What follows belongs to an exercise in optimizing a design on an open flow for small area; a production flow would make more cautious choices. In this exercise RTL edits were held to simulation tests only and were not proved equivalent to the original. Power is estimated from default activity; no workload was simulated.

### flow/design.v
module ppm_fa (input a, input b, input c, output s, output co);
    assign s  = a ^ b ^ c;
    assign co = (a & b) | (c & (a ^ b));
endmodule
module ppm_ha (input a, input b, output s, output co);
    assign s  = a ^ b;
    assign co = a & b;
endmodule
module ppm_maj (input a, input b, input c, output y);
    assign y = (a & b) | (c & (a | b));
endmodule
module ppm_and2 (input a, input b, output y);
    assign y = a & b;
endmodule
module ppm_aoi222 (input a1, input a2, input b1, input b2, input c1, input c2, output y);
    assign y = ~((a1 & a2) | (b1 & b2) | (c1 & c2));
endmodule
module ppm_nand2 (input a, input b, output y);
    assign y = ~(a & b);
endmodule
module ppm_nand3 (input a, input b, input c, output y);
    assign y = ~(a & b & c);
endmodule
module ppm_or2 (input a, input b, output y);
    assign y = a | b;
endmodule
module ppm_o21ai (input a1, input a2, input b, output y);
    assign y = ~((a1 | a2) & b);
endmodule
module ppm_nor3 (input a, input b, input c, output y);
    assign y = ~(a | b | c);
endmodule
module ppm_sel16h (input [15:0] sel, input [15:0] din, output u, output v);
    wire [5:0] t;
    genvar i;
    generate
        for (i = 0; i < 5; i = i + 1) begin : g_t
            ppm_aoi222 u_a (.a1(sel[3*i]), .a2(din[3*i]), .b1(sel[3*i+1]), .b2(din[3*i+1]),
                            .c1(sel[3*i+2]), .c2(din[3*i+2]), .y(t[i]));
        end
    endgenerate
    ppm_nand2 u_t5 (.a(sel[15]), .b(din[15]), .y(t[5]));
    ppm_nand3 u_u (.a(t[0]), .b(t[1]), .c(t[2]), .y(u));
    ppm_nand3 u_v (.a(t[3]), .b(t[4]), .c(t[5]), .y(v));
endmodule
module ppm_m3pair (input lo, input hi, output p, output n);
    assign p = lo & ~hi;
    assign n = hi & ~lo;
endmodule
module ppm_m3add (input p1, input n1, input p2, input n2, output p, output n);
    assign p = (p1 & ~p2 & ~n2) | (p2 & ~p1 & ~n1) | (n1 & n2);
    assign n = (n1 & ~p2 & ~n2) | (n2 & ~p1 & ~n1) | (p1 & p2);
endmodule
module ppm_width (input [15:0] ts, input [15:0] nprev, output [15:0] w);
    wire [16:0] gc;
    wire [16:0] wc;
    ppm_and2 u_g0 (.a(ts[0]), .b(nprev[0]), .y(gc[1]));
    genvar b;
    generate
        for (b = 1; b < 16; b = b + 1) begin : g_c
            ppm_maj u_m (.a(ts[b]), .b(nprev[b]), .c(gc[b]), .y(gc[b+1]));
        end
    endgenerate
    assign wc[0] = gc[16];
    generate
        for (b = 0; b < 16; b = b + 1) begin : g_s
            ppm_fa u_f (.a(ts[b]), .b(nprev[b]), .c(wc[b]), .s(w[b]), .co(wc[b+1]));
        end
    endgenerate
endmodule
module ppm_cls (input [15:0] w, output is_sync, output is_data);
    assign is_sync = (w > 16'd8000);
    assign is_data = (w >= 16'd1500) && (w <= 16'd4500);
endmodule
module ppm_dif (input [11:0] cap12, input [11:0] nprev12, output [12:0] dq);
    wire [12:0] sc;
    wire [12:0] d;
    assign d[0]  = ~(cap12[0] ^ nprev12[0]);
    ppm_or2 u_c1 (.a(cap12[0]), .b(nprev12[0]), .y(sc[1]));
    genvar b;
    generate
        for (b = 1; b < 12; b = b + 1) begin : g_d
            ppm_fa u_f (.a(cap12[b]), .b(nprev12[b]), .c(sc[b]), .s(d[b]), .co(sc[b+1]));
        end
    endgenerate
    assign d[12] = ~sc[12];
    wire [6:0] pp, pn;
    generate
        for (b = 0; b < 6; b = b + 1) begin : g_p
            ppm_m3pair u_p (.lo(d[2*b]), .hi(d[2*b+1]), .p(pp[b]), .n(pn[b]));
        end
    endgenerate
    wire [4:0] ap, an;
    ppm_m3add u_a0 (.p1(pp[0]), .n1(pn[0]), .p2(pp[1]), .n2(pn[1]), .p(ap[0]), .n(an[0]));
    ppm_m3add u_a1 (.p1(pp[2]), .n1(pn[2]), .p2(pp[3]), .n2(pn[3]), .p(ap[1]), .n(an[1]));
    ppm_m3add u_a2 (.p1(pp[4]), .n1(pn[4]), .p2(pp[5]), .n2(pn[5]), .p(ap[2]), .n(an[2]));
    ppm_m3add u_a3 (.p1(ap[0]), .n1(an[0]), .p2(ap[1]), .n2(an[1]), .p(ap[3]), .n(an[3]));
    wire mp, mn;                 
    ppm_m3add u_a4 (.p1(ap[3]), .n1(an[3]), .p2(ap[2]), .n2(an[2]), .p(ap[4]), .n(an[4]));
    assign mp = d[12] ? an[4] : ap[4];
    assign mn = d[12] ? ~(ap[4] | an[4]) : an[4];
    wire [2:0] adj;
    assign adj[2] = ~d[12] & (mp | mn);
    assign adj[1] = mp | (~d[12] & mn);
    assign adj[0] = ~d[12] ? mp : mn;
    wire [13:0] ac;
    ppm_ha u_h0 (.a(d[0]), .b(adj[0]), .s(dq[0]), .co(ac[1]));
    generate
        for (b = 1; b < 13; b = b + 1) begin : g_q
            ppm_fa u_f (.a(d[b]), .b(adj[(b < 2) ? b : 2]), .c(ac[b]), .s(dq[b]), .co(ac[b+1]));
        end
    endgenerate
endmodule
module ppmdec (
    input  wire        clk,
    input  wire        rst,
    input  wire        edge_valid,
    input  wire [15:0] edge_ts,
    input  wire        tick,
    input  wire        frame_ack,
    input  wire [7:0]  rd_idx,
    input  wire [63:0] ctl_in,
    output wire [15:0] rd_cap,
    output wire [15:0] rd_dif,
    output wire        rd_oob,
    output wire [31:0] status,
    output wire [7:0]  qual,
    output wire        failsafe,
    output wire        sig_ok,
    output wire        update_en,
    output wire        frame_ready,
    output wire [63:0] ctl_out,
    output reg  [2:0]  ev_class,
    output wire [15:0] ev_width
);
    localparam [10:0] ZERO_CODE = 11'h100;
    reg  [15:0] nprev;           
    reg  [4:0]  idx;             
    reg  [10:0] cap_c  [0:15];   
    reg  [10:0] prev_c [0:15];   
    reg         frame_rdy_q;
    reg  [7:0]  qual_q;
    genvar b, k;
    wire [15:0] width;
    ppm_width u_width (.ts(edge_ts), .nprev(nprev), .w(width));
    wire is_sync, is_data;
    ppm_cls u_cls (.w(width), .is_sync(is_sync), .is_data(is_data));
    wire in_range = !idx[4];
    wire qinc     = edge_valid & is_data;
    wire do_store = qinc & in_range;
    wire fr_set   = do_store & (idx[3] | idx[2] | (idx[1] & idx[0]));
    always @(*) begin
        if (rst || !edge_valid)
            ev_class = 3'd0;
        else if (is_sync)
            ev_class = 3'd2;
        else if (!is_data)
            ev_class = 3'd1;
        else if (in_range)
            ev_class = 3'd3;
        else
            ev_class = 3'd4;
    end
    wire ev_on = edge_valid & ~rst;
    generate
        for (b = 0; b < 16; b = b + 1) begin : g_evw
            ppm_and2 u_a (.a(width[b]), .b(ev_on), .y(ev_width[b]));
        end
    endgenerate
    assign failsafe = (qual_q == 8'd0);
    wire [7:0] q_plus = qual_q + 8'd10;
    wire [7:0] q1  = qinc ? ((qual_q > 8'd190) ? 8'd200 : q_plus) : qual_q;
    wire       dec = tick & (qinc | ~failsafe);      
    wire [7:0] q2  = q1 - {7'd0, dec};
    wire [10:0] wcode = rst ? ZERO_CODE : width[11:1];
    always @(posedge clk) begin
        if (rst) begin
            nprev       <= 16'hFFFF;
            idx         <= 5'd0;
            frame_rdy_q <= 1'b0;
            qual_q      <= 8'd0;
        end else begin
            if (edge_valid) begin
                nprev <= ~edge_ts;
                if (is_sync)
                    idx <= 5'd0;
                else if (do_store)
                    idx <= idx + 5'd1;
            end
            qual_q      <= q2;
            frame_rdy_q <= fr_set | (frame_rdy_q & ~frame_ack);
        end
    end
    generate
        for (k = 0; k < 16; k = k + 1) begin : g_slot
            wire we = rst | (do_store & (idx[3:0] == k));
            always @(posedge clk) begin
                if (we) begin
                    cap_c[k]  <= wcode;
                    prev_c[k] <= cap_c[k];
                end
            end
        end
    endgenerate
    assign rd_oob = |rd_idx[7:4];
    wire [15:0] rsel;
    generate
        for (k = 0; k < 16; k = k + 1) begin : g_rsel
            assign rsel[k] = !rd_oob && (rd_idx[3:0] == k);
        end
    endgenerate
    wire [10:0] cu, cv, pu, pv;
    generate
        for (b = 0; b < 11; b = b + 1) begin : g_rd
            wire [15:0] cbits, pbits;
            for (k = 0; k < 16; k = k + 1) begin : g_b
                assign cbits[k] = cap_c[k][b];
                assign pbits[k] = prev_c[k][b];
            end
            ppm_sel16h u_c (.sel(rsel), .din(cbits), .u(cu[b]), .v(cv[b]));
            ppm_sel16h u_p (.sel(rsel), .din(pbits), .u(pu[b]), .v(pv[b]));
        end
    endgenerate
    wire [10:0] rc;
    generate
        for (b = 0; b < 11; b = b + 1) begin : g_rc
            ppm_or2 u_o (.a(cu[b]), .b(cv[b]), .y(rc[b]));
        end
    endgenerate
    wire rc_zero = ~rc[10] & ~rc[9] & rc[8];
    wire nz      = ~(rd_oob | rc_zero);
    wire [11:0] cap12;
    ppm_nor3 u_c11 (.a(rc[10]), .b(rc[9]), .c(rc[8] | rd_oob), .y(cap12[11]));
    assign cap12[10:9] = rc[10:9];
    assign cap12[8]    = rc[8] & (rc[10] | rc[9]);
    assign cap12[7:0]  = rc[7:0];
    wire [10:0] nrp;
    generate
        for (b = 0; b < 11; b = b + 1) begin : g_rp
            if (b == 8) begin : g_8
                ppm_nor3 u_n (.a(pu[b]), .b(pv[b]), .c(~nz), .y(nrp[b]));
            end else begin : g_o
                ppm_o21ai u_n (.a1(pu[b]), .a2(pv[b]), .b(nz), .y(nrp[b]));
            end
        end
    endgenerate
    wire [11:0] nprev12;
    ppm_nand3 u_p11 (.a(nrp[10]), .b(nrp[9]), .c(nrp[8]), .y(nprev12[11]));
    assign nprev12[10:9] = nrp[10:9];
    assign nprev12[8]    = nrp[8] | (nrp[10] & nrp[9]);
    assign nprev12[7:0]  = nrp[7:0];
    wire [12:0] dq;
    ppm_dif u_dif (.cap12(cap12), .nprev12(nprev12), .dq(dq));
    assign rd_cap = {4'd0, cap12};
    assign rd_dif = {{3{dq[12]}}, dq};
    assign qual        = qual_q;
    assign frame_ready = frame_rdy_q;
    assign sig_ok      = (qual_q > 8'd100);
    assign update_en   = frame_rdy_q & ~failsafe;
    assign status      = {12'd0, update_en, sig_ok, failsafe, frame_rdy_q, 3'd0, idx, qual_q};
    generate
        for (b = 0; b < 64; b = b + 1) begin : g_ctl
            ppm_and2 u_a (.a(ctl_in[b]), .b(~failsafe), .y(ctl_out[b]));
        end
    endgenerate
endmodule
### flow/run.sh
#!/bin/bash
# synth_recipe.tcl (not shown) runs the flow's synth.tcl, then flattens the netlist and writes it again
# the make line also repeats each setting of config.mk as NAME=value (left out here)
make -C /OpenROAD-flow-scripts/flow DESIGN_CONFIG=/design/flow/config.mk WORK_HOME=/design/flow/orfs CLKGATE_MAP_FILE= SYNTH_SCRIPT=/design/flow/synth_recipe.tcl finish
### flow/config.mk
export PLATFORM = sky130hd
export DESIGN_NAME = ppmdec
export DESIGN_NICKNAME = ppmdec
export VERILOG_FILES = /design/flow/design.v
export SDC_FILE = /design/flow/constraint.sdc
export NUM_CORES = 4
export LEC_CHECK = 0
export ABC_AREA = 0
export ABC_CLOCK_PERIOD_IN_PS = 30000
export CAP_MARGIN = 20
export CORE_MARGIN = 2
export CORE_UTILIZATION = 40
export PLACE_DENSITY = 0.6
export SLEW_MARGIN = 20
export SYNTH_HIERARCHICAL = 1
export SYNTH_MINIMUM_KEEP_SIZE = 0
### flow/constraint.sdc
create_clock -name core_clock -period 30.0 [get_ports {clk}]
set_input_delay 6.0000 -clock core_clock [delete_from_list [all_inputs] [get_ports {clk}]]
set_output_delay 6.0000 -clock core_clock [all_outputs]
set_load 0.01 [all_outputs]
==> flow_metrics.env, run 1 <==
export IMPL_wl_mm=43.43
export IMPL_finalMaxSlewViolations=0
export IMPL_grt_pass1_wl_mm=65.16
export IMPL_pwr_density_cell_nw_per_um2=72.53
export IMPL_insertion_delay_ns=0.53
export IMPL_synthFlopType="edfxtp_1"
export IMPL_grt_pass1_vias=10670
export IMPL_synth_area_per_cell_um2=15.27
export IMPL_io_pins=253
export IMPL_core_um2=40740
export IMPL_htree_levels=2
export IMPL_ys_ff_latch=382
export IMPL_post_cts_buffers=0
export IMPL_drtIter0Drc=1460
export IMPL_fin_crit_ns=27.31
export IMPL_worstSetupPathType="in -> out"
export IMPL_yosys_area_top_type="edfxtp_1"
export IMPL_drtPass1Iterations=6
export IMPL_critPathRequiredTime_ns=24.00
export IMPL_yosysTopAreaCellShare_pct=64.28
export IMPL_vias_per_cell=5.640
export IMPL_fmax_ghz=0.03662
export IMPL_gp_congestion=0.8650
export IMPL_slowest_delay_ns=0.64
export IMPL_async_reset_ff_share_pct=0
export IMPL_max_clock_path_buffers=3
export IMPL_ctsResizeCount=0
export IMPL_max_vdd_ir_drop_uv=51.02
export IMPL_cts_sinks=382
export IMPL_routedWlPerCell_um=22.82
export IMPL_finalCritPeriodShare_pct=91.04
export IMPL_drc_errors=0
export IMPL_cts_root_buf="clkbuf_16"
export IMPL_rows=74
export IMPL_final_common_cell="edfxtp_1"
export IMPL_startpoint_type="input port"
export IMPL_grt_use_total_pct=20.26
export IMPL_yosysWarnings=9
export IMPL_dp_slack_ns=2.796
export IMPL_tns_ns=0
export IMPL_grt_overflow_total=0
export IMPL_hold_depth=0
export IMPL_setup_slack_ns=2.689
export IMPL_die_w_um=206.8
export IMPL_place_hpwl_mm=29.95
export IMPL_crit_path_end_kind="primary output"
export IMPL_rsz0062_at_grt="no"
export IMPL_synthTopCellsByArea="edfxtp_1 (64%), a222oi_1 (6.7%), fa_1 (4.7%), dfxtp_1 (3.7%), and2_1 (3.1%)"
export IMPL_grt_max_degree=68
export IMPL_antennaDiodeCount=0
export IMPL_nets=1483
export IMPL_status="finished clean"
export IMPL_reg2reg_depth=39
export IMPL_cp_slowest_cell="or4_1"
export IMPL_yosys_cell_types_count=62
export IMPL_cpMostUsedCell="fa_1"
export IMPL_numPortBuffers=233
export IMPL_clk_pin_slew_ns=0.06
export IMPL_start_util_pct=40.37
export IMPL_die_h_um=206.8
export IMPL_p_leak_nw=7.198
export IMPL_syn2layout_area_growth_pct=25.74
export IMPL_mostFrequentLayoutCells="edfxtp_1 (352), clkdlybuf4s50_1 (232), a222oi_1 (110), and2_1 (82), nand2_1 (61)"
export IMPL_yosysSeqAreaShare_pct=67.93
export IMPL_tightest_slew_ns=0.9217
export IMPL_cts_hold_buffers_added=0
export IMPL_dieArea_um2=42750
export IMPL_syn_inst=1077
export IMPL_worstPathArrival_ns=21.31
export IMPL_drive_gt1_share_pct=11.45
export IMPL_final_hold_viol_count=0
export IMPL_syn_area_um2=16440
export IMPL_antenna_found_initial=0
export IMPL_ant_nets=0
export IMPL_clock_skew_ns=0.02077
export IMPL_setup_viol=0
export IMPL_synth_edf_count=352
export IMPL_relSlewSlack_pct=38.28
export IMPL_cts_buffers=40
export IMPL_max_cap_violations=0
export IMPL_num_vias=10730
export IMPL_crit_fanout=13
export IMPL_cts_tree="done"
export IMPL_worst_hold_path_type="reg -> reg"
## kinds of logic (layout without fill, tap and decap cells)
logic type | Yosys count | in the layout | share of synthesized area [%]
xor gates and xnor gates | 9 | 9 | 0.4793
and+or+nand+nor | 343 | 343 | 11.37
adders and majority gates | 63 | 63 | 6.460
buffers and inverters | 70 | 346 | 2.739
DFF | 382 | 382 | 67.93
muxes | 4 | 4 | 0.2891
AOI/OAI and AO/OA | 205 | 205 | 10.71
other | 1 | 19 | 0.02280
## per-module statistics from Yosys (local to each module, per instance), a selection
| module | times used | flip-flops and latches |
|---|---|---|
| ppm_and2 | 81 | 0 |
| ppm_fa | 39 | 0 |
| ppm_ha | 1 | 0 |
| ppm_m3add | 5 | 0 |
| ppm_m3pair | 6 | 0 |
| ppm_maj | 15 | 0 |
| ppm_nand2 | 22 | 0 |
| ppm_or2 | 12 | 0 |
## flip-flops by register name (all words and copies together), names as in the netlist
register / cells
cap_c: 176
prev_c: 176
nprev: 16
qual_q: 8
idx: 5
frame_rdy_q: 1
## worst paths after layout
path | startpoint | to | slack, ns
worst min-delay path | cap_c[10][4]$_DFFE_PP_ | prev_c[10][4]$_DFFE_PP_ | 0.44
worst min register to register | cap_c[10][4]$_DFFE_PP_ | prev_c[10][4]$_DFFE_PP_ | 0.44
worst max register to register | nprev[0]$_SDFFE_PP1P_ | prev_c[6][0]$_DFFE_PP_ | 14.96
worst max-delay path | rd_idx[5] | rd_dif[14] | 2.69
## report_power, final
part / total (mW) / switching (mW) / internal [mW]
combinational: 0.354 / 0.171 / 0.183
sequential: 0.671 / 0.0299 / 0.641
clock: 0.475 / 0.195 / 0.280
total: 1.50 / 0.396 / 1.10
## stage by stage
| stage | cells | util (%) | area, µm² | hold slack (ns) | power, mW |
|---|---|---|---|---|---|
| after CTS | 1903 | 50.73 | 20670 | 0.4354 | 1.513 |
| after floorplan | 1095 | - | 16510 | 0.4252 | 0.8469 |
| after detailed placement | 1832 | 47.67 | 19420 | 0.4314 | 1.039 |
| after global routing | 1903 | 50.76 | 20680 | 0.4500 | 1.568 |
| after global placement | 1832 | 47.65 | 19410 | 0.4283 | 1.037 |
| final | 1903 | 50.76 | 20680 | 0.4408 | 1.500 |
## layout make-up
cell class,instances,area (µm²)
multi-input combinational,643,4984
fill,3473,20060
clock inverter,16,160.2
sequential,382,11170
timing repair buffer,266,2575
clock buffer,55,1089
inverter,9,33.78
tap,532,665.6
## layer usage
metal  part of all wire, %  GRT usage [%]  vias up
met5                     0              0        -
met4                   2.7          6.028        0
met3                   8.6          4.192       61
met2                    49          34.16      556
met1                    40          26.51     5328
li1                      -              -     4787
## synth_stat cells (4+ instances only)
cell type,instances
and2b_2,6
nand2b_1,25
xor2_1,4
clkbuf_1,10
a21oi_1,13
dfxtp_1,30
inv_1,8
a222oi_1,110
a31o_2,5
or2_1,12
nor2_1,43
nand2_1,61
xnor2_1,5
a221o_1,10
o21bai_1,13
nor2b_1,18
o21ai_1,10
ha_1,9
nor3b_1,11
maj3_2,15
nand3_1,49
nor3_1,11
o21ai_0,21
edfxtp_1,352
fa_1,39
buf_4,48
and2_1,82
## critical path, delay by kind of cell
family                   cells  cell delay [ns]
adder cells (fa/ha/maj)     24             9.58
AND/OR/NAND/NOR             13             3.15
AO/OA/AOI/OAI                4             0.79
buffers and inverters        4             1.53
multiplexers                 1             0.25
==> run 2: changes to the inputs <==
==> flow/flow/run.sh (new file) <==
#!/bin/bash
# Own layout flow: the standard ORFS flow (standard.sh) unchanged, except
# that the port buffers use the smallest buffer cell and the clock tree is
# built from mid-size clock buffers in larger clusters, without dummy loads.
set -euo pipefail
export BUFFER_PORTS_ARGS="-buffer_cell sky130_fd_sc_hd__buf_1"
export CTS_ARGS="-sink_clustering_enable -repair_clock_nets -buf_list sky130_fd_sc_hd__clkbuf_8 -sink_clustering_size 16 -sink_clustering_max_diameter 150 -dont_use_dummy_load"
bash standard.sh finish > standard.log 2>&1
==> flow/standard.sh (new file) <==
#!/bin/bash
# synth_recipe.tcl (not shown) runs the flow's synth.tcl, then flattens the netlist and writes it again
# the make line also repeats each setting of config.mk as NAME=value (left out here)
make -C /OpenROAD-flow-scripts/flow DESIGN_CONFIG=/design/flow/config.mk WORK_HOME=/design/flow/orfs CLKGATE_MAP_FILE= SYNTH_SCRIPT=/design/flow/synth_recipe.tcl "${@:-finish}"
removed: flow/run.sh
==> flow_metrics.env, run 2 <==
export IMPL_status="finished clean"
export IMPL_cp_slowest_cell="or4_1"
export IMPL_synthTopCellsByArea="edfxtp_1 (64%), a222oi_1 (6.7%), fa_1 (4.7%), dfxtp_1 (3.7%), and2_1 (3.1%)"
export IMPL_gp_congestion=0.8783
export IMPL_worst_hold_path_type="reg -> reg"
export IMPL_instances_no_fill=1861
export IMPL_cts_hold_buffers_added=0
export IMPL_yosysMostFrequentCell="edfxtp_1"
export IMPL_fin_crit_ns=26.09
export IMPL_clkPwrFrac_pct=20.0
export IMPL_cts_tree="done"
export IMPL_drtPass1Iterations=7
export IMPL_relSlewSlack_pct=27.05
export IMPL_sw_frac_of_total_pct=29.89
export IMPL_clock_skew_ns=0.02000
export IMPL_p_int_uw=811.3
export IMPL_ctsResizeCount=0
export IMPL_setup_viol=0
export IMPL_cts_buffers=27
export IMPL_yosys_cell_types_count=62
export IMPL_rsz0062_at_grt="no"
export IMPL_drtIter0Drc=1273
export IMPL_die_w_um=206.8
export IMPL_nets=1472
export IMPL_ant_nets=0
export IMPL_post_cts_buffers=0
export IMPL_crit_start="rd_idx[5]"
export IMPL_antenna_found_initial=0
export IMPL_synthFlopType="edfxtp_1"
export IMPL_syn_area_um2=16440
export IMPL_fmax_ghz=0.03834
export IMPL_drc_errors=0
export IMPL_ys_top_cells_by_count="edfxtp_1 (352), a222oi_1 (110), and2_1 (82)"
export IMPL_slowest_delay_ns=0.63
export IMPL_die_h_um=206.8
export IMPL_tns_ns=0
export IMPL_finalMaxSlewViolations=0
export IMPL_cts_sinks=382
export IMPL_worstPathArrival_ns=20.09
export IMPL_combPwrFrac_pct=22.3
export IMPL_grt_max_degree=68
export IMPL_top_regs="cap_c (176), prev_c (176), nprev (16)"
export IMPL_synth_area_per_cell_um2=15.27
export IMPL_endpoint="rd_dif[13]"
export IMPL_grt_pass1_wl_mm=61.07
export IMPL_ys_ff_latch=382
export IMPL_htree_levels=1
export IMPL_rows=74
export IMPL_drive_gt1_share_pct=9.707
export IMPL_crit_fanout=22
export IMPL_pwr_density_cell_nw_per_um2=63.04
export IMPL_mostFrequentLayoutCells="edfxtp_1 (352), buf_1 (232), a222oi_1 (110), and2_1 (82), nand2_1 (61)"
export IMPL_yosysWarnings=9
export IMPL_reg2reg_to="cap_c[3][9]$_DFFE_PP_"
export IMPL_cpMostUsedCell="fa_1"
export IMPL_async_reset_ff_share_pct=0
export IMPL_yosysSeqAreaShare_pct=67.93
export IMPL_clk_pin_slew_ns=0.11
export IMPL_worstSetupPathType="in -> out"
export IMPL_finalCritPeriodShare_pct=86.95
export IMPL_final_hold_viol_count=0
export IMPL_final_common_cell="edfxtp_1"
export IMPL_startpoint_type="input port"
export IMPL_yosysTopAreaCellShare_pct=64.28
export IMPL_routedWlPerCell_um=22.05
export IMPL_max_cap_violations=0
export IMPL_syn2layout_area_growth_pct=11.63
export IMPL_vias_per_cell=5.611
export IMPL_tightest_slew_ns=1.092
export IMPL_num_vias=10440
export IMPL_yosys_area_top_type="edfxtp_1"
export IMPL_core_um2=40740
export IMPL_insertion_delay_ns=0.59
export IMPL_io_pins=253
export IMPL_fill_cells=3664
export IMPL_place_hpwl_mm=28.05
export IMPL_rrSetupSlack_ns=15.14
export IMPL_synth_edf_count=352
export IMPL_grt_use_total_pct=19.07
export IMPL_max_clock_path_buffers=3
export IMPL_p_sw_uw=345.9
export IMPL_antennaDiodeCount=0
export IMPL_grt_overflow_total=0
export IMPL_critPathRequiredTime_ns=24.00
export IMPL_crit_path_end_kind="primary output"
export IMPL_reg2reg_depth=37
export IMPL_cts_root_buf="clkbuf_8"
export IMPL_min_from="cap_c[2][2]$_DFFE_PP_"
export IMPL_max_vdd_ir_drop_uv=93.94
export IMPL_dp_cells=1834
export IMPL_rr_startpoint="nprev[0]$_SDFFE_PP1P_"
export IMPL_grt_pass1_vias=10380
export IMPL_start_util_pct=40.37
export IMPL_syn_inst=1077
export IMPL_p_leak_nw=6.196
export IMPL_dieArea_um2=42750
export IMPL_numPortBuffers=233
export IMPL_pwr_share_seq_pct=57.7
export IMPL_wl_mm=41.03
-- run 2: cell counts after synthesis --
Identical to the previous run, type by type.
-- run 2: how the worst min path moves through the flow --
| stage | to | slack [ns] | cells past startpoint |
|---|---|---|---|
| after global routing | prev_c[10][8]$_DFFE_PP_ | 0.46 | 0 |
| final | prev_c[2][2]$_DFFE_PP_ | 0.44 | 0 |
| after global placement | prev_c[7][5]$_DFFE_PP_ | 0.43 | 0 |
| after detailed placement | prev_c[10][8]$_DFFE_PP_ | 0.43 | 0 |
| after floorplan | prev_c[0][0]$_DFFE_PP_ | 0.43 | 0 |
| after CTS | prev_c[2][2]$_DFFE_PP_ | 0.44 | 0 |
-- run 2: stage by stage --
| stage | cell area [µm²] | power [mW] | utilization [%] | hold WS [ns] | worst slack [ns] |
|---|---|---|---|---|---|
| after global routing | 18360 | 1.218 | 45.06 | 0.4608 | 3.088 |
| final | 18360 | 1.157 | 45.06 | 0.4425 | 3.915 |
| after floorplan | 16510 | 0.8469 | - | 0.4252 | 3.886 |
| after detailed placement | 17970 | 0.9411 | 44.12 | 0.4318 | 3.972 |
| after global placement | 17970 | 0.9380 | 44.11 | 0.4277 | 4.162 |
| after CTS | 18340 | 1.168 | 45.03 | 0.4394 | 3.943 |
-- run 2: per-module statistics from Yosys (local to each module, per instance), a selection --
module | times used | cells | cell area, µm²
ppm_nand3 | 45 | 1 | 5.005
ppm_nor3 | 2 | 1 | 10.01
ppm_o21ai | 10 | 1 | 5.005
ppm_maj | 15 | 1 | 11.26
ppm_fa | 39 | 1 | 20.02
ppm_and2 | 81 | 1 | 6.256
ppm_m3add | 5 | 5 | 38.79
ppm_nand2 | 22 | 1 | 3.754
ppm_aoi222 | 110 | 1 | 10.01
ppm_dif | 1 | 6 | 43.79
ppm_ha | 1 | 1 | 12.51
ppm_cls | 1 | 20 | 126.4
ppm_m3pair | 6 | 2 | 15.01
ppm_or2 | 12 | 1 | 6.256
-- run 2: power by group through the flow --
stage                     Clock, mW  Sequential, mW  Combinational, mW
after floorplan                   0           0.669              0.178
after global placement            0           0.679              0.259
after detailed placement          0           0.681              0.260
after CTS                     0.237           0.668              0.262
after global routing          0.257           0.674              0.286
final                         0.231           0.668              0.258
-- run 2: critical path: cells and delay by family --
family          cells  cell delay, ns
mux                 1            0.25
fa+ha+maj          24            9.51
simple gates       13            2.66
buf+inv             4            0.81
compound gates      4            0.83
-- run 2: area by class of cell --
type	count	area (µm²)	area share, %
repair buffers	268	1139	6.203
clock buffers	27	371.6	2.024
well taps	532	665.6	3.626
inverters	9	33.78	0.1840
flip-flops and latches	382	11170	60.85
multi-input cells	643	4976	27.11
-- run 2: cell families after synthesis --
| family | after synthesis | share of synthesized area, % |
|---|---|---|
| simple gates | 343 | 11.37 |
| flops | 382 | 67.93 |
| fa+ha+maj | 63 | 6.460 |
| mux | 4 | 0.2891 |
| other cells | 1 | 0.02280 |
| buf+inv | 70 | 2.739 |
| xor+xnor | 9 | 0.4793 |
| compound gates | 205 | 10.71 |
-- run 2: metal layers --
layer / GRT usage, % / vias up / wire (µm) / part of all wire (%)
li1: - / 4718 / - / -
met1: 24.88 / 5133 / 16370 / 40
met2: 33.54 / 540 / 20300 / 49
met3: 2.590 / 51 / 3331 / 8.1
met4: 5.117 / 0 / 1030 / 2.5
met5: 0 / - / 0 / 0
==> run 3: changes to the inputs <==
--- a/flow/config.mk
+++ b/flow/config.mk
@@ -10,6 +10,6 @@
 export CAP_MARGIN = 20
 export CORE_MARGIN = 2
-export CORE_UTILIZATION = 40
-export PLACE_DENSITY = 0.6
+export CORE_UTILIZATION = 65
+export PLACE_DENSITY = 0.8
 export SLEW_MARGIN = 20
 export SYNTH_HIERARCHICAL = 1
==> flow_metrics.env, run 3 <==
export IMPL_grt_overflow_total=0
export IMPL_core_um2=25040
export IMPL_yosysTopAreaCellShare_pct=64.28
export IMPL_cts_hold_buffers_added=0
export IMPL_place_hpwl_mm=28.35
export IMPL_finalInstanceArea_um2=18130
export IMPL_drc_errors=0
export IMPL_setup_viol=0
export IMPL_cts_buffers=27
export IMPL_critPathRequiredTime_ns=24.00
export IMPL_finalPower_mw=1.158
export IMPL_final_util_pct=72.43
export IMPL_grt_max_degree=68
export IMPL_finalMaxSlewViolations=0
export IMPL_final_common_cell="edfxtp_1"
export IMPL_max_cap_violations=0
export IMPL_antenna_found_initial=3
export IMPL_async_reset_ff_share_pct=0
export IMPL_drtPass1Iterations=10
export IMPL_synthTopCellsByArea="edfxtp_1 (64%), a222oi_1 (6.7%), fa_1 (4.7%), dfxtp_1 (3.7%), and2_1 (3.1%)"
export IMPL_cts_tree="done"
export IMPL_gp_congestion=0.9792
export IMPL_tns_ns=0
export IMPL_rr_startpoint="nprev[0]$_SDFFE_PP1P_"
export IMPL_min_from="cap_c[11][9]$_DFFE_PP_"
export IMPL_drtIter0Drc=1658
export IMPL_top_regs="cap_c (176), prev_c (176), nprev (16)"
export IMPL_max_clock_path_buffers=3
export IMPL_io_pins=253
export IMPL_startpoint_type="input port"
export IMPL_placed_cell_area_um2=17750
export IMPL_fin_crit_ns=26.16
export IMPL_synthFlopType="edfxtp_1"
export IMPL_fmax_ghz=0.03823
export IMPL_ant_nets=0
export IMPL_crit_path_end_kind="primary output"
export IMPL_status="finished clean"
export IMPL_mostFrequentLayoutCells="edfxtp_1 (352), buf_1 (232), a222oi_1 (110), and2_1 (82), nand2_1 (61)"
export IMPL_rsz0062_at_grt="no"
export IMPL_cts_sinks=382
export IMPL_crit_start="rd_idx[5]"
export IMPL_vias_per_cell=6.509
export IMPL_start_util_pct=65.68
export IMPL_yosys_cell_types_count=62
export IMPL_post_cts_buffers=0
export IMPL_nets=1474
export IMPL_syn_inst=1077
export IMPL_finalCritPeriodShare_pct=87.19
export IMPL_yosysMostFrequentCell="edfxtp_1"
export IMPL_drive_gt1_share_pct=9.617
export IMPL_clk_pin_slew_ns=0.10
export IMPL_ys_top_cells_by_count="edfxtp_1 (352), a222oi_1 (110), and2_1 (82)"
export IMPL_cts_root_buf="clkbuf_8"
export IMPL_dp_slack_ns=4.010
export IMPL_ctsResizeCount=0
export IMPL_met3_length_mm=4.626
export IMPL_insertion_delay_ns=0.60
export IMPL_worstPathArrival_ns=20.16
export IMPL_worst_hold_path_type="reg -> reg"
export IMPL_clock_skew_ns=0.03947
export IMPL_die_w_um=163.1
export IMPL_cp_slowest_cell="or4_1"
export IMPL_grt_pass1_vias=10140
export IMPL_grt_pass1_wl_mm=58.55
export IMPL_crit_fanout=22
export IMPL_slowest_delay_ns=0.65
export IMPL_drt_met1_wl_mm=14.83
export IMPL_yosys_area_top_type="edfxtp_1"
export IMPL_yosysSeqAreaShare_pct=67.93
export IMPL_setup_slack_ns=3.843
export IMPL_die_h_um=163.1
export IMPL_yosysWarnings=9
export IMPL_synth_area_per_cell_um2=15.27
export IMPL_pwr_density_cell_nw_per_um2=63.85
export IMPL_grt_use_total_pct=29.82
export IMPL_wl_mm=40.33
export IMPL_worstSetupPathType="in -> out"
export IMPL_cpMostUsedCell="fa_1"
export IMPL_ys_ff_latch=382
export IMPL_route_met2_wl_mm=19.18
export IMPL_dieArea_um2=26590
export IMPL_htree_levels=1
export IMPL_routedWlPerCell_um=24.24
export IMPL_tightest_slew_ns=0.9640
export IMPL_syn2layout_area_growth_pct=10.27
export IMPL_num_vias=10830
export IMPL_numPortBuffers=233
export IMPL_rows=58
export IMPL_final_hold_viol_count=0
export IMPL_top_layer="met4"
export IMPL_relSlewSlack_pct=35.44
export IMPL_syn_area_um2=16440
export IMPL_p_leak_nw=6.205
export IMPL_max_vdd_ir_drop_uv=66.29
export IMPL_synth_edf_count=352
## run 3: cell counts after synthesis
Identical to the previous run, type by type.
## run 3: path summary, 6_finish.rpt
check / to / slack [ns] / cells past startpoint
worst max-delay path: rd_dif[14] / 3.84 / 46
worst min-delay path: prev_c[11][9]$_DFFE_PP_ / 0.42 / 0
worst max register to register: prev_c[10][2]$_DFFE_PP_ / 15.30 / 39
worst min register to register: prev_c[11][9]$_DFFE_PP_ / 0.42 / 0
## run 3: cell type report
class | count | area (µm²)
sequential | 382 | 11170
fill | 1594 | 6903
multi-input combinational | 643 | 4984
timing repair buffer | 270 | 1154
tap | 330 | 412.9
clock buffer | 27 | 371.6
inverter | 9 | 33.78
antenna | 3 | 7.507
## run 3: Yosys stat by module (local to each module, per instance), a selection
| module | times used | area (µm²) | flip-flops and latches | cells |
|---|---|---|---|---|
| ppmdec | 1 | 12970 | 382 | 677 |
| ppm_dif | 1 | 43.79 | 0 | 6 |
| ppm_fa | 39 | 20.02 | 0 | 1 |
| ppm_ha | 1 | 12.51 | 0 | 1 |
| ppm_nor3 | 2 | 10.01 | 0 | 1 |
| ppm_and2 | 81 | 6.256 | 0 | 1 |
| ppm_o21ai | 10 | 5.005 | 0 | 1 |
| ppm_nand3 | 45 | 5.005 | 0 | 1 |
| ppm_nand2 | 22 | 3.754 | 0 | 1 |
## run 3: routing by layer
layer | GRT usage, % | vias to the layer above
met1 | 42.45 | 5282
li1 | - | 4734
met2 | 47.11 | 744
met5 | 0 | -
met3 | 4.393 | 71
met4 | 12.31 | 0
## run 3: per-stage QoR
stage	hold WS [ns]	std cells
5_1_grt	0.4404	1664
6_report	0.4166	1664
3_3_place_gp	0.4278	1634
4_1_cts	0.4189	1661
3_5_place_dp	0.4325	1634
2_1_floorplan	0.4252	1095
## run 3: worst max-delay path, delay by kind of cell
kind / cells / cell delay [ns]
adders and majority gates: 24 / 9.58
and+or+nand+nor: 13 / 2.74
AOI/OAI and AO/OA: 4 / 0.81
buffers and inverters: 4 / 0.74
muxes: 1 / 0.26
## run 3: power by group
group	switching, mW	internal [mW]
sequential	0.0305	0.640
clock	0.147	0.0805
combinational	0.169	0.0911
total	0.346	0.812
## run 3: logic make-up (layout without fill, tap and decap cells)
logic type,after synthesis,count (layout),share of synthesized area (%)
compound gates,205,205,10.71
xor+xnor,9,9,0.4793
fa+ha+maj,63,63,6.460
buf+inv,70,306,2.739
flops,382,382,67.93
mux,4,4,0.2891
other cells,1,22,0.02280
simple gates,343,343,11.37
==> run 4: changes to the inputs <==
--- a/flow/design.v
+++ b/flow/design.v
@@ -30,4 +30,13 @@
 module ppm_nor3 (input a, input b, input c, output y);
     assign y = ~(a | b | c);
+endmodule
+module ppm_nor2 (input a, input b, output y);
+    assign y = ~(a | b);
+endmodule
+module ppm_nor4 (input a, input b, input c, input d, output y);
+    assign y = ~(a | b | c | d);
+endmodule
+module ppm_inv (input a, output y);
+    assign y = ~a;
 endmodule
 module ppm_sel16h (input [15:0] sel, input [15:0] din, output u, output v);
@@ -142,4 +151,6 @@
     reg  [7:0]  qual_q;
     genvar b, k;
+    wire nrst;
+    ppm_inv u_nrst (.a(rst), .y(nrst));
     wire [15:0] width;
     ppm_width u_width (.ts(edge_ts), .nprev(nprev), .w(width));
@@ -173,8 +184,26 @@
     wire       dec = tick & (qinc | ~failsafe);      
     wire [7:0] q2  = q1 - {7'd0, dec};
-    wire [10:0] wcode = rst ? ZERO_CODE : width[11:1];
+    wire [10:0] wcode;
+    generate
+        for (b = 0; b < 11; b = b + 1) begin : g_wc
+            if (ZERO_CODE[b]) begin : g_one
+                ppm_or2 u_o (.a(width[b+1]), .b(rst), .y(wcode[b]));
+            end else begin : g_zero
+                ppm_and2 u_a (.a(width[b+1]), .b(nrst), .y(wcode[b]));
+            end
+        end
+    endgenerate
+    wire        nprev_en = rst | edge_valid;
+    wire [15:0] nprev_d;
+    generate
+        for (b = 0; b < 16; b = b + 1) begin : g_np
+            ppm_nand2 u_n (.a(edge_ts[b]), .b(nrst), .y(nprev_d[b]));
+        end
+    endgenerate
+    always @(posedge clk)
+        if (nprev_en)
+            nprev <= nprev_d;
     always @(posedge clk) begin
         if (rst) begin
-            nprev       <= 16'hFFFF;
             idx         <= 5'd0;
             frame_rdy_q <= 1'b0;
@@ -182,5 +211,4 @@
         end else begin
             if (edge_valid) begin
-                nprev <= ~edge_ts;
                 if (is_sync)
                     idx <= 5'd0;
@@ -192,7 +220,15 @@
         end
     end
+    wire [3:0] wna, wnb;
+    generate
+        for (k = 0; k < 4; k = k + 1) begin : g_wpre
+            assign wna[k] = ~(do_store & (idx[1:0] == k));
+            assign wnb[k] = ~(idx[3:2] == k);
+        end
+    endgenerate
     generate
         for (k = 0; k < 16; k = k + 1) begin : g_slot
-            wire we = rst | (do_store & (idx[3:0] == k));
+            wire we;
+            ppm_o21ai u_we (.a1(wna[k % 4]), .a2(wnb[k / 4]), .b(nrst), .y(we));
             always @(posedge clk) begin
                 if (we) begin
@@ -205,7 +241,12 @@
     assign rd_oob = |rd_idx[7:4];
     wire [15:0] rsel;
-    generate
+    wire [3:0]  rna, rnb;
+    generate
+        for (k = 0; k < 4; k = k + 1) begin : g_rpre
+            assign rna[k] = ~(rd_idx[1:0] == k);
+            assign rnb[k] = ~(!rd_oob && (rd_idx[3:2] == k));
+        end
         for (k = 0; k < 16; k = k + 1) begin : g_rsel
-            assign rsel[k] = !rd_oob && (rd_idx[3:0] == k);
+            ppm_nor2 u_s (.a(rna[k % 4]), .b(rnb[k / 4]), .y(rsel[k]));
         end
     endgenerate
@@ -231,5 +272,5 @@
     wire nz      = ~(rd_oob | rc_zero);
     wire [11:0] cap12;
-    ppm_nor3 u_c11 (.a(rc[10]), .b(rc[9]), .c(rc[8] | rd_oob), .y(cap12[11]));
+    ppm_nor4 u_c11 (.a(rc[10]), .b(rc[9]), .c(rc[8]), .d(rd_oob), .y(cap12[11]));
     assign cap12[10:9] = rc[10:9];
     assign cap12[8]    = rc[8] & (rc[10] | rc[9]);
==> flow/flow/run.sh (replaced) <==
#!/bin/bash
# Own layout flow: the standard ORFS flow (standard.sh) with three changes:
# - after synthesis, combinational cells are swapped to their smallest drive
#   strength (flow/downsize.tcl); later repair steps size up where needed;
# - the port buffers use the smallest buffer cell;
# - the clock tree is built from mid-size clock buffers in larger clusters,
#   without dummy loads.
set -euo pipefail
export POST_SYNTH_TCL="$(pwd)/flow/downsize.tcl"
export BUFFER_PORTS_ARGS="-buffer_cell sky130_fd_sc_hd__buf_1"
export CTS_ARGS="-sink_clustering_enable -repair_clock_nets -buf_list sky130_fd_sc_hd__clkbuf_8 -sink_clustering_size 16 -sink_clustering_max_diameter 150 -dont_use_dummy_load"
bash standard.sh finish > standard.log 2>&1
==> flow/flow/downsize.tcl (new file) <==
# Run after synthesis (POST_SYNTH_TCL): swap each combinational cell for the
# smallest-area cell of the same family (same name up to the drive-strength
# suffix, hence the same function and pins). Registers, buffers and clock
# cells are left as synthesis made them; later repair steps size up again
# wherever timing, slew or capacitance needs it.
set db [ord::get_db]
set block [ord::get_db_block]
set n 0
foreach inst [$block getInsts] {
  set master [$inst getMaster]
  set name [$master getName]
  if {![regexp {^(sky130_fd_sc_hd__[a-z0-9]+)_([0-9]+)$} $name -> base drive]} { continue }
  if {[regexp {^sky130_fd_sc_hd__(s?e?df|dl|conb|clk|buf|tap|fill|decap|lpflow)} $name]} { continue }
  set best $master
  set best_area [expr {[$master getWidth] * [$master getHeight]}]
  foreach d {0 1 2} {
    set m [$db findMaster "${base}_$d"]
    if {$m eq "NULL" || $m eq ""} { continue }
    set a [expr {[$m getWidth] * [$m getHeight]}]
    if {$a < $best_area} {
      set best $m
      set best_area $a
    }
  }
  if {$best ne $master} {
    $inst swapMaster $best
    incr n
  }
}
puts "downsize: swapped $n cells to a smaller drive strength"
--- a/flow/config.mk
+++ b/flow/config.mk
@@ -8,9 +8,9 @@
 export ABC_AREA = 0
 export ABC_CLOCK_PERIOD_IN_PS = 30000
-export CAP_MARGIN = 20
+export CAP_MARGIN = 0
 export CORE_MARGIN = 2
-export CORE_UTILIZATION = 65
-export PLACE_DENSITY = 0.8
-export SLEW_MARGIN = 20
+export CORE_UTILIZATION = 40
+export PLACE_DENSITY = 0.6
+export SLEW_MARGIN = 0
 export SYNTH_HIERARCHICAL = 1
 export SYNTH_MINIMUM_KEEP_SIZE = 0
==> flow_metrics.env, run 4 <==
export IMPL_cts_sinks=382
export IMPL_htree_levels=1
export IMPL_grt_pass1_vias=10010
export IMPL_max_cap_violations=0
export IMPL_status="finished clean"
export IMPL_endpoint="rd_dif[15]"
export IMPL_rows=73
export IMPL_relSlewSlack_pct=34.46
export IMPL_num_vias=10190
export IMPL_cts_hold_buffers_added=0
export IMPL_ctsResizeCount=0
export IMPL_ys_ff_latch=382
export IMPL_startpoint_type="input port"
export IMPL_worstSetupPathType="in -> out"
export IMPL_worst_hold_path_type="reg -> reg"
export IMPL_pwr_share_seq_pct=56.9
export IMPL_yosys_area_share_xor_xnor_pct=0.4841
export IMPL_yosys_area_share_simple_pct=10.88
export IMPL_finalCritPeriodShare_pct=88.71
export IMPL_vias_per_cell=5.632
export IMPL_io_pins=253
export IMPL_max_clock_path_buffers=3
export IMPL_synth_compound_area_share_pct=9.981
export IMPL_cp_slowest_cell="or4_1"
export IMPL_fin_crit_ns=26.61
export IMPL_yosysWarnings=9
export IMPL_reg2reg_depth=38
export IMPL_clk_pin_slew_ns=0.10
export IMPL_mostFrequentLayoutCells="edfxtp_1 (368), buf_1 (233), a222oi_1 (110), and2_1 (94), nand2_1 (61)"
export IMPL_pwr_density_cell_nw_per_um2=67.31
export IMPL_p_leak_nw=6.164
export IMPL_synthFlopType="edfxtp_1"
export IMPL_place_hpwl_mm=27.43
export IMPL_synth_top_family_by_area="simple AND/OR/NAND/NOR gates"
export IMPL_yosys_area_top_type="edfxtp_1"
export IMPL_dieArea_um2=42060
export IMPL_final_common_cell="edfxtp_1"
export IMPL_crit_fanout=14
export IMPL_numPortBuffers=233
export IMPL_p_int_uw=843.2
export IMPL_top_regs="cap_c (176), prev_c (176), nprev (16)"
export IMPL_syn2layout_area_growth_pct=12.09
export IMPL_ys_area_um2=16280
export IMPL_core_um2=39820
export IMPL_finalMaxSlewViolations=0
export IMPL_antennaDiodeCount=0
export IMPL_insertion_delay_ns=0.59
export IMPL_combPwrFrac_pct=24.4
export IMPL_yosysSeqAreaShare_pct=69.58
export IMPL_synth_edf_count=368
export IMPL_tightest_slew_ns=0.9811
export IMPL_drtIter0Drc=1290
export IMPL_sw_frac_of_total_pct=30.91
export IMPL_die_w_um=205.1
export IMPL_syn_inst=1022
export IMPL_fill_cells=3539
export IMPL_cts_buffers=27
export IMPL_wl_mm=40.25
export IMPL_cts_root_buf="clkbuf_8"
export IMPL_async_reset_ff_share_pct=0
export IMPL_max_vdd_ir_drop_uv=78.46
export IMPL_grt_max_degree=68
export IMPL_setup_viol=0
export IMPL_tns_ns=0
export IMPL_clock_skew_ns=0.04140
export IMPL_die_h_um=205.1
export IMPL_fmax_ghz=0.03757
export IMPL_critPathRequiredTime_ns=24.00
export IMPL_synth_area_per_cell_um2=15.83
export IMPL_slowest_delay_ns=0.62
export IMPL_clkPwrFrac_pct=18.7
export IMPL_cts_tree="done"
export IMPL_p_sw_uw=377.3
export IMPL_ant_nets=0
export IMPL_ys_top_cells_by_count="edfxtp_1 (368), a222oi_1 (110), and2_1 (94)"
export IMPL_rsz0062_at_grt="no"
export IMPL_synthMuxAreaShare_pct=0.1537
export IMPL_drive_gt1_share_pct=6.308
export IMPL_final_util_pct=45.53
export IMPL_synthTopCellsByArea="edfxtp_1 (68%), a222oi_1 (6.8%), fa_1 (4.8%), and2_1 (3.6%), buf_4 (2.0%)"
export IMPL_synth_fa_ha_area_share_pct=6.523
export IMPL_drc_errors=0
export IMPL_grt_overflow_total=0
export IMPL_antenna_found_initial=0
export IMPL_gp_congestion=0.8728
export IMPL_syn_area_um2=16180
export IMPL_crit_path_end_kind="primary output"
export IMPL_crit_start="rd_idx[5]"
export IMPL_rr_startpoint="nprev[0]$_DFFE_PP_"
export IMPL_nets=1427
export IMPL_drtPass1Iterations=6
export IMPL_cpMostUsedCell="fa_1"
export IMPL_final_hold_viol_count=0
export IMPL_yosysTopAreaCellShare_pct=67.86
export IMPL_post_cts_buffers=0
export IMPL_rrSetupSlack_ns=14.38
export IMPL_setup_slack_ns=3.386
export IMPL_routedWlPerCell_um=22.25
export IMPL_grt_pass1_wl_mm=59.77
export IMPL_dp_slack_ns=3.565
export IMPL_worstPathArrival_ns=20.61
export IMPL_yosys_cell_types_count=62
export IMPL_start_util_pct=40.62
export IMPL_grt_use_total_pct=18.90
export IMPL_yosysMostFrequentCell="edfxtp_1"
export IMPL_reg2reg_to="prev_c[7][10]$_DFFE_PP_"
## run 4: Yosys stat by module, one instance, submodules excluded, excerpt
module | cell area [µm²] | flops+latches | cells | copies in the design
ppm_aoi222 | 10.01 | 0 | 1 | 110
ppm_cls | 126.4 | 0 | 20 | 1
ppm_nand2 | 3.754 | 0 | 1 | 38
ppm_nand3 | 5.005 | 0 | 1 | 45
ppm_nor2 | 3.754 | 0 | 1 | 16
ppm_nor3 | 10.01 | 0 | 1 | 1
## run 4: how the worst min path moves through the flow
| stage | from | to | slack [ns] | cells past startpoint |
|---|---|---|---|---|
| finish | cap_c[6][5]$_DFFE_PP_ | prev_c[6][5]$_DFFE_PP_ | 0.44 | 0 |
| global route | cap_c[6][5]$_DFFE_PP_ | prev_c[6][5]$_DFFE_PP_ | 0.44 | 0 |
| CTS | cap_c[6][5]$_DFFE_PP_ | prev_c[6][5]$_DFFE_PP_ | 0.43 | 0 |
| detailed placement | cap_c[4][5]$_DFFE_PP_ | prev_c[4][5]$_DFFE_PP_ | 0.43 | 0 |
| global placement | cap_c[2][4]$_DFFE_PP_ | prev_c[2][4]$_DFFE_PP_ | 0.43 | 0 |
| floorplan | cap_c[0][0]$_DFFE_PP_ | prev_c[0][0]$_DFFE_PP_ | 0.43 | 0 |
## run 4: metal layers
layer,global-route usage (%),wire [µm],vias up
met3,2.609,2903,56
met2,32.96,20070,474
met1,24.82,16310,5081
li1,-,-,4578
met5,0,0,-
met4,5.036,966,0
## run 4: power groups by stage
stage | Combinational, mW | Sequential (mW) | Clock [mW]
after global placement | 0.299 | 0.704 | 0
after floorplan | 0.201 | 0.693 | 0
after detailed placement | 0.301 | 0.707 | 0
final | 0.298 | 0.694 | 0.229
after global routing | 0.331 | 0.702 | 0.254
after CTS | 0.303 | 0.695 | 0.237
## run 4: critical path, delay by kind of cell
kind	cells	cell delay, ns
AND/OR/NAND/NOR	13	3.02
buffers and inverters	4	0.84
multiplexers	1	0.29
adder cells (fa/ha/maj)	24	9.61
AO/OA/AOI/OAI	4	0.80
## run 4: cell type report
| type | instances | area [µm²] | share of cell area (%) |
|---|---|---|---|
| Tap cell | 525 | 656.9 | 3.623 |
| Timing Repair Buffer | 266 | 1122 | 6.190 |
| Multi-Input combinational cell | 600 | 4616 | 25.46 |
| Clock buffer | 27 | 371.6 | 2.050 |
| Inverter | 9 | 33.78 | 0.1863 |
| Sequential cell | 382 | 11330 | 62.49 |
## run 4: logic make-up after synthesis
| group | count (synthesis) |
|---|---|
| AO/OA/AOI/OAI | 184 |
| XOR/XNOR | 9 |
| adder cells (fa/ha/maj) | 63 |
| buffers and inverters | 58 |
| flip-flops | 382 |
| multiplexers | 2 |
| other | 1 |
| AND/OR/NAND/NOR | 323 |
## run 4: through the flow
stage / power [mW] / instances / cell area [µm²] / hold WS [ns]
finish: 1.220 / 1809 / 18130 / 0.4441
global route: 1.286 / 1809 / 18130 / 0.4432
CTS: 1.234 / 1809 / 18130 / 0.4278
detailed placement: 1.008 / 1782 / 17760 / 0.4325
global placement: 1.003 / 1782 / 17760 / 0.4286
floorplan: 0.8938 / 1040 / 16240 / 0.4252
==> run 5: changes to the inputs <==
--- a/flow/config.mk
+++ b/flow/config.mk
@@ -8,9 +8,9 @@
 export ABC_AREA = 0
 export ABC_CLOCK_PERIOD_IN_PS = 30000
-export CAP_MARGIN = 0
+export CAP_MARGIN = 20
 export CORE_MARGIN = 2
 export CORE_UTILIZATION = 40
 export PLACE_DENSITY = 0.6
-export SLEW_MARGIN = 0
+export SLEW_MARGIN = 20
 export SYNTH_HIERARCHICAL = 1
 export SYNTH_MINIMUM_KEEP_SIZE = 0
==> flow_metrics.env, run 5 <==
export IMPL_clk_pin_slew_ns=0.10
export IMPL_slowest_delay_ns=0.62
export IMPL_cts_tree="done"
export IMPL_gr_max_usage_layer="met2"
export IMPL_instances_no_fill=1809
export IMPL_finalInstanceArea_um2=18130
export IMPL_rsz0062_at_grt="no"
export IMPL_num_vias=10190
export IMPL_cpMostUsedCell="fa_1"
export IMPL_worstHoldEndpoint="prev_c[6][5]$_DFFE_PP_"
export IMPL_status="finished clean"
export IMPL_numPortBuffers=233
export IMPL_drive_gt1_share_pct=6.308
export IMPL_tightest_slew_ns=0.9811
export IMPL_reg2reg_depth=38
export IMPL_grt_overflow_total=0
export IMPL_drc_errors=0
export IMPL_syn_inst=1022
export IMPL_antenna_found_initial=0
export IMPL_hold_depth=0
export IMPL_top_regs="cap_c (176), prev_c (176), nprev (16)"
export IMPL_synthTopCellsByArea="edfxtp_1 (68%), a222oi_1 (6.8%), fa_1 (4.8%), and2_1 (3.6%), buf_4 (2.0%)"
export IMPL_min_from="cap_c[6][5]$_DFFE_PP_"
export IMPL_drtPass1Iterations=6
export IMPL_dp_slack_ns=3.565
export IMPL_rrSetupSlack_ns=14.38
export IMPL_htree_levels=1
export IMPL_syn_area_um2=16180
export IMPL_ys_top_cells_by_count="edfxtp_1 (368), a222oi_1 (110), and2_1 (94)"
export IMPL_setup_slack_ns=3.386
export IMPL_fin_crit_ns=26.61
export IMPL_cts_buffers=27
export IMPL_yosys_cell_types_count=62
export IMPL_fill_cells=3539
export IMPL_worstPathArrival_ns=20.61
export IMPL_drtIter0Drc=1290
export IMPL_yosysTopAreaCellShare_pct=67.86
export IMPL_p_leak_nw=6.164
export IMPL_place_hpwl_mm=27.43
export IMPL_met3_usage_pct=2.609
export IMPL_startpoint_type="input port"
export IMPL_yosysSeqAreaShare_pct=69.58
export IMPL_gp_congestion=0.8728
export IMPL_max_vdd_ir_drop_uv=78.46
export IMPL_dp_cells=1782
export IMPL_wl_mm=40.25
export IMPL_ys_ff_latch=382
export IMPL_finalPower_mw=1.220
export IMPL_worstSetupPathType="in -> out"
export IMPL_met1_usage_pct=24.82
export IMPL_grt_pass1_vias=10010
export IMPL_nets=1427
export IMPL_cts_hold_buffers_added=0
export IMPL_cp_slowest_cell="or4_1"
export IMPL_finalCritPeriodShare_pct=88.71
export IMPL_ctsResizeCount=0
export IMPL_mostFrequentLayoutCells="edfxtp_1 (368), buf_1 (233), a222oi_1 (110), and2_1 (94), nand2_1 (61)"
export IMPL_vias_per_cell=5.632
export IMPL_io_pins=253
export IMPL_antennaDiodeCount=0
export IMPL_rr_startpoint="nprev[0]$_DFFE_PP_"
export IMPL_crit_path_end_kind="primary output"
export IMPL_die_h_um=205.1
export IMPL_ys_area_um2=16280
export IMPL_tns_ns=0
export IMPL_yosysMostFrequentCell="edfxtp_1"
export IMPL_final_common_cell="edfxtp_1"
export IMPL_max_clock_path_buffers=3
export IMPL_critPathRequiredTime_ns=24.00
export IMPL_rows=73
export IMPL_final_hold_viol_count=0
export IMPL_cts_root_buf="clkbuf_8"
export IMPL_grt_max_degree=68
export IMPL_finalMaxSlewViolations=0
export IMPL_grt_pass1_wl_mm=59.77
export IMPL_syn2layout_area_growth_pct=12.09
export IMPL_start_util_pct=40.62
export IMPL_use_met2_pct=32.96
export IMPL_worst_hold_path_type="reg -> reg"
export IMPL_grt_use_total_pct=18.90
export IMPL_clock_skew_ns=0.04140
export IMPL_post_cts_buffers=0
export IMPL_crit_fanout=14
export IMPL_die_w_um=205.1
export IMPL_final_util_pct=45.53
export IMPL_register_area_um2=11330
export IMPL_pwr_density_cell_nw_per_um2=67.31
export IMPL_dieArea_um2=42060
export IMPL_yosysWarnings=9
export IMPL_relSlewSlack_pct=34.46
export IMPL_yosys_area_top_type="edfxtp_1"
export IMPL_multi_input_area_um2=4616
export IMPL_setup_viol=0
export IMPL_synth_edf_count=368
export IMPL_synthFlopType="edfxtp_1"
export IMPL_max_cap_violations=0
export IMPL_core_um2=39820
export IMPL_fmax_ghz=0.03757
export IMPL_insertion_delay_ns=0.59
export IMPL_hold_worst_slack_ns=0.4441
export IMPL_placed_cell_area_um2=17760
export IMPL_ant_nets=0
export IMPL_cts_sinks=382
export IMPL_reg2reg_to="prev_c[7][10]$_DFFE_PP_"
export IMPL_synth_area_per_cell_um2=15.83
export IMPL_routedWlPerCell_um=22.25
export IMPL_async_reset_ff_share_pct=0
-- run 5: critical path: cells and delay by family --
family / cells / cell delay (ns)
mux: 1 / 0.29
buf+inv: 4 / 0.84
simple gates: 13 / 3.02
fa+ha+maj: 24 / 9.61
compound gates: 4 / 0.80
-- run 5: kinds of logic after synthesis --
logic type / after synthesis / synth area share [%]
buf+inv: 58 / 2.374
simple gates: 323 / 10.88
fa+ha+maj: 63 / 6.523
compound gates: 184 / 9.981
other cells: 1 / 0.02303
flops: 382 / 69.58
mux: 2 / 0.1536
xor+xnor: 9 / 0.4841
-- run 5: cell type report --
type / instances / area share, %
Clock buffer: 27 / 2.050
Inverter: 9 / 0.1863
Multi-Input combinational cell: 600 / 25.46
Sequential cell: 382 / 62.49
Tap cell: 525 / 3.623
Timing Repair Buffer: 266 / 6.190
-- run 5: modules after synthesis, one instance, submodules excluded, a selection --
module | flops+latches | cells inside
ppm_and2 | 0 | 1
ppm_dif | 0 | 6
ppm_m3pair | 0 | 2
ppm_o21ai | 0 | 1
ppm_inv | 0 | 1
ppm_nand3 | 0 | 1
ppm_nor4 | 0 | 1
ppm_nor2 | 0 | 1
ppmdec | 382 | 562
ppm_m3add | 0 | 5
ppm_cls | 0 | 20
-- run 5: how the worst max path moves through the flow --
stage | startpoint | endpoint | slack, ns | cells past startpoint
2_1_floorplan | rd_idx[5] | rd_dif[13] | 4.38 | 44
3_3_place_gp | rd_idx[5] | rd_dif[13] | 3.84 | 46
3_5_place_dp | rd_idx[5] | rd_dif[12] | 3.57 | 46
4_1_cts | rd_idx[5] | rd_dif[12] | 3.55 | 46
5_1_grt | rd_idx[5] | rd_dif[13] | 2.74 | 46
6_report | rd_idx[5] | rd_dif[15] | 3.39 | 46
-- run 5: routing by layer --
| layer | wire length (µm) | part of all wire (%) | vias up |
|---|---|---|---|
| met5 | 0 | 0 | - |
| met4 | 966 | 2.4 | 0 |
| met3 | 2903 | 7.2 | 56 |
| met2 | 20070 | 50 | 474 |
| met1 | 16310 | 41 | 5081 |
| li1 | - | - | 4578 |
-- run 5: power by group --
group | total [mW] | leakage [nW] | internal, mW | switching, mW
Clock | 0.229 | 0.194 | 0.0808 | 0.148
Sequential | 0.694 | 3.82 | 0.659 | 0.0353
Combinational | 0.298 | 2.15 | 0.104 | 0.194
==> run 6: changes to the inputs <==
--- a/flow/flow/run.sh
+++ b/flow/flow/run.sh
@@ -8,4 +8,5 @@
 set -euo pipefail
 export POST_SYNTH_TCL="$(pwd)/flow/downsize.tcl"
+export REMOVE_ABC_BUFFERS=1
 export BUFFER_PORTS_ARGS="-buffer_cell sky130_fd_sc_hd__buf_1"
 export CTS_ARGS="-sink_clustering_enable -repair_clock_nets -buf_list sky130_fd_sc_hd__clkbuf_8 -sink_clustering_size 16 -sink_clustering_max_diameter 150 -dont_use_dummy_load"
--- a/flow/config.mk
+++ b/flow/config.mk
@@ -11,4 +11,5 @@
 export CORE_MARGIN = 2
 export CORE_UTILIZATION = 40
+export GPL_TIMING_DRIVEN = 0
 export PLACE_DENSITY = 0.6
 export SLEW_MARGIN = 20
==> flow_metrics.env, run 6 <==
export IMPL_max_clock_path_buffers=3
export IMPL_worstSetupPathType="in -> out"
export IMPL_nets=1421
export IMPL_fin_crit_ns=27.07
export IMPL_numPortBuffers=233
export IMPL_finalMaxSlewViolations=0
export IMPL_tightest_slew_ns=0.9534
export IMPL_fmax_ghz=0.03694
export IMPL_pwr_density_cell_nw_per_um2=65.74
export IMPL_finalPower_mw=1.220
export IMPL_grt_overflow_total=0
export IMPL_syn_area_um2=16180
export IMPL_cts_sinks=382
export IMPL_drtIter0Drc=1316
export IMPL_die_h_um=205.1
export IMPL_fill_cells=3525
export IMPL_wl_mm=39.83
export IMPL_worstPathArrival_ns=21.07
export IMPL_yosysSeqAreaShare_pct=69.58
export IMPL_max_cap_violations=0
export IMPL_cts_root_buf="clkbuf_8"
export IMPL_setup_viol=0
export IMPL_mostFrequentLayoutCells="edfxtp_1 (368), buf_1 (233), a222oi_1 (110), and2_1 (94), nand2_1 (60)"
export IMPL_async_reset_ff_share_pct=0
export IMPL_io_pins=253
export IMPL_vias_per_cell=5.611
export IMPL_max_vdd_ir_drop_uv=115.3
export IMPL_relSlewSlack_pct=36.36
export IMPL_syn2layout_area_growth_pct=14.77
export IMPL_ys_ff_latch=382
export IMPL_antenna_found_initial=0
export IMPL_cts_hold_buffers_added=0
export IMPL_synthFlopType="edfxtp_1"
export IMPL_drive_gt1_share_pct=7.355
export IMPL_htree_levels=1
export IMPL_die_w_um=205.1
export IMPL_antennaDiodeCount=0
export IMPL_yosys_cell_types_count=62
export IMPL_synth_area_per_cell_um2=15.83
export IMPL_routedWlPerCell_um=22.09
export IMPL_yosysTopAreaCellShare_pct=67.86
export IMPL_slowest_delay_ns=0.67
export IMPL_clk_pin_slew_ns=0.09
export IMPL_final_hold_viol_count=0
export IMPL_grt_max_degree=68
export IMPL_startpoint_type="input port"
export IMPL_rsz0062_at_grt="no"
export IMPL_synth_edf_count=368
export IMPL_final_common_cell="edfxtp_1"
export IMPL_cp_slowest_cell="or4_1"
export IMPL_ctsResizeCount=0
export IMPL_clock_skew_ns=0.03024
export IMPL_grt_pass1_wl_mm=60.15
export IMPL_dieArea_um2=42060
export IMPL_drc_errors=0
export IMPL_grt_pass1_vias=10040
export IMPL_tns_ns=0
export IMPL_gp_congestion=0.8057
export IMPL_rows=73
export IMPL_finalCritPeriodShare_pct=90.25
export IMPL_synthTopCellsByArea="edfxtp_1 (68%), a222oi_1 (6.8%), fa_1 (4.8%), and2_1 (3.6%), buf_4 (2.0%)"
export IMPL_crit_fanout=12
export IMPL_cts_tree="done"
export IMPL_top_regs="cap_c (176), prev_c (176), nprev (16)"
export IMPL_drtPass1Iterations=6
export IMPL_core_um2=39820
export IMPL_yosysWarnings=9
export IMPL_num_vias=10120
export IMPL_insertion_delay_ns=0.59
export IMPL_ys_top_cells_by_count="edfxtp_1 (368), a222oi_1 (110), and2_1 (94)"
export IMPL_yosys_area_top_type="edfxtp_1"
export IMPL_p_leak_nw=6.250
export IMPL_ant_nets=0
export IMPL_ys_area_um2=16280
export IMPL_start_util_pct=40.62
export IMPL_status="finished clean"
export IMPL_grt_use_total_pct=18.95
export IMPL_crit_path_end_kind="primary output"
export IMPL_worst_hold_path_type="reg -> reg"
export IMPL_syn_inst=1022
export IMPL_cpMostUsedCell="fa_1"
export IMPL_critPathRequiredTime_ns=24.00
export IMPL_place_hpwl_mm=28.91
export IMPL_yosysMostFrequentCell="edfxtp_1"
export IMPL_post_cts_buffers=0
export IMPL_cts_buffers=27
run 6: cell counts after synthesis:
No cell type changed its count.
run 6: logic make-up after synthesis:
group,share of synthesized area [%]
compound gates,9.981
xor+xnor,0.4841
fa+ha+maj,6.523
buf+inv,2.374
flops,69.58
mux,0.1536
other cells,0.02303
simple gates,10.88
run 6: cell type report:
| class | instances | area [µm²] | share of cell area, % |
|---|---|---|---|
| clock buffers | 27 | 371.6 | 2.002 |
| inverters | 9 | 35.03 | 0.1887 |
| flip-flops and latches | 382 | 11330 | 61.04 |
| well taps | 525 | 656.9 | 3.538 |
| repair buffers | 260 | 1394 | 7.508 |
| multi-input cells | 600 | 4776 | 25.73 |
run 6: per-module statistics from Yosys (local to each module, per instance), excerpt:
module,flip-flops and latches,area [µm²]
ppm_maj,0,11.26
ppm_ha,0,12.51
ppm_m3pair,0,15.01
ppm_nor4,0,12.51
ppm_and2,0,6.256
ppm_o21ai,0,5.005
ppm_dif,0,43.79
ppm_or2,0,6.256
ppm_nand2,0,3.754
ppmdec,382,12530
ppm_cls,0,126.4
ppm_nor3,0,10.01
ppm_inv,0,3.754
ppm_aoi222,0,10.01
run 6: power breakdown:
part | switching [mW] | internal [mW] | leakage (nW)
registers | 0.0337 | 0.659 | 3.82
logic | 0.192 | 0.106 | 2.23
clock network | 0.149 | 0.0806 | 0.194
total | 0.375 | 0.845 | 6.25
run 6: path summary, 6_finish.rpt:
check        depth (start not counted)                      end                   start  slack [ns]
max                                 45               rd_dif[12]               rd_idx[5]        2.93
min                                  0  prev_c[10][8]$_DFFE_PP_  cap_c[10][8]$_DFFE_PP_        0.45
max reg2reg                         39   prev_c[5][3]$_DFFE_PP_      nprev[0]$_DFFE_PP_       14.12
min reg2reg                          0  prev_c[10][8]$_DFFE_PP_  cap_c[10][8]$_DFFE_PP_        0.45
run 6: stage by stage:
| step | hold slack, ns | cell area [µm²] | worst slack [ns] | cells | utilization (%) |
|---|---|---|---|---|---|
| detailed placement | 0.4320 | 18190 | 3.087 | 1776 | 45.68 |
| global route | 0.4554 | 18560 | 2.359 | 1803 | 46.62 |
| CTS | 0.4524 | 18560 | 3.055 | 1803 | 46.61 |
| finish | 0.4479 | 18560 | 2.926 | 1803 | 46.62 |
| floorplan | 0.4252 | 15890 | 4.318 | 991 | - |
| global placement | 0.4285 | 17420 | 2.315 | 1749 | 43.75 |
run 6: routing by layer:
metal	up-vias	track usage, %	routed length [µm]
met5	-	0	0
met4	0	3.880	690
met3	39	2.132	2995
met2	495	32.83	19570
met1	5004	25.89	16580
li1	4578	-	-
run 6: critical path: cells and delay by family:
family          cells  cell delay [ns]
compound gates      4             0.99
simple gates       13             3.36
mux                 1             0.30
buf+inv             3             0.55
fa+ha+maj          24             9.86

port drivers added, routing unchanged:
How much do the figures lean on ideal ports? The routed layouts below were timed once more, with nothing changed but the port constraints. Step 1 assumes that a clkbuf_16 drives the clock port and a buf_2 every other input. Step 2 also shifts input and output timing later by t, the mid clock arrival at the registers, as if the neighbouring blocks saw the same clock. a / b / c = no drivers / after step 1 / after step 2; a / b = the first two.
run	t, ns	setup WS [ns]	hold slack, ns	worst setup path at the end	clock arrival spread, ns
run 1	0.575	2.689 / 2.666 / 2.666	0.441 / 0.441 / 0.441	input to output	0.021 / 0.021
run 2	0.632	3.915 / 3.895 / 3.895	0.443 / 0.443 / 0.443	input to output	0.020 / 0.020
run 3	0.625	3.843 / 3.823 / 3.823	0.417 / 0.417 / 0.417	input to output	0.044 / 0.045
run 4	0.614	3.386 / 3.364 / 3.364	0.444 / 0.444 / 0.444	input to output	0.042 / 0.042
run 5	0.614	3.386 / 3.364 / 3.364	0.444 / 0.444 / 0.444	input to output	0.042 / 0.042
run 6	0.619	2.926 / 2.903 / 2.903	0.448 / 0.448 / 0.448	input to output	0.030 / 0.030
After both steps every run listed still meets setup and hold.
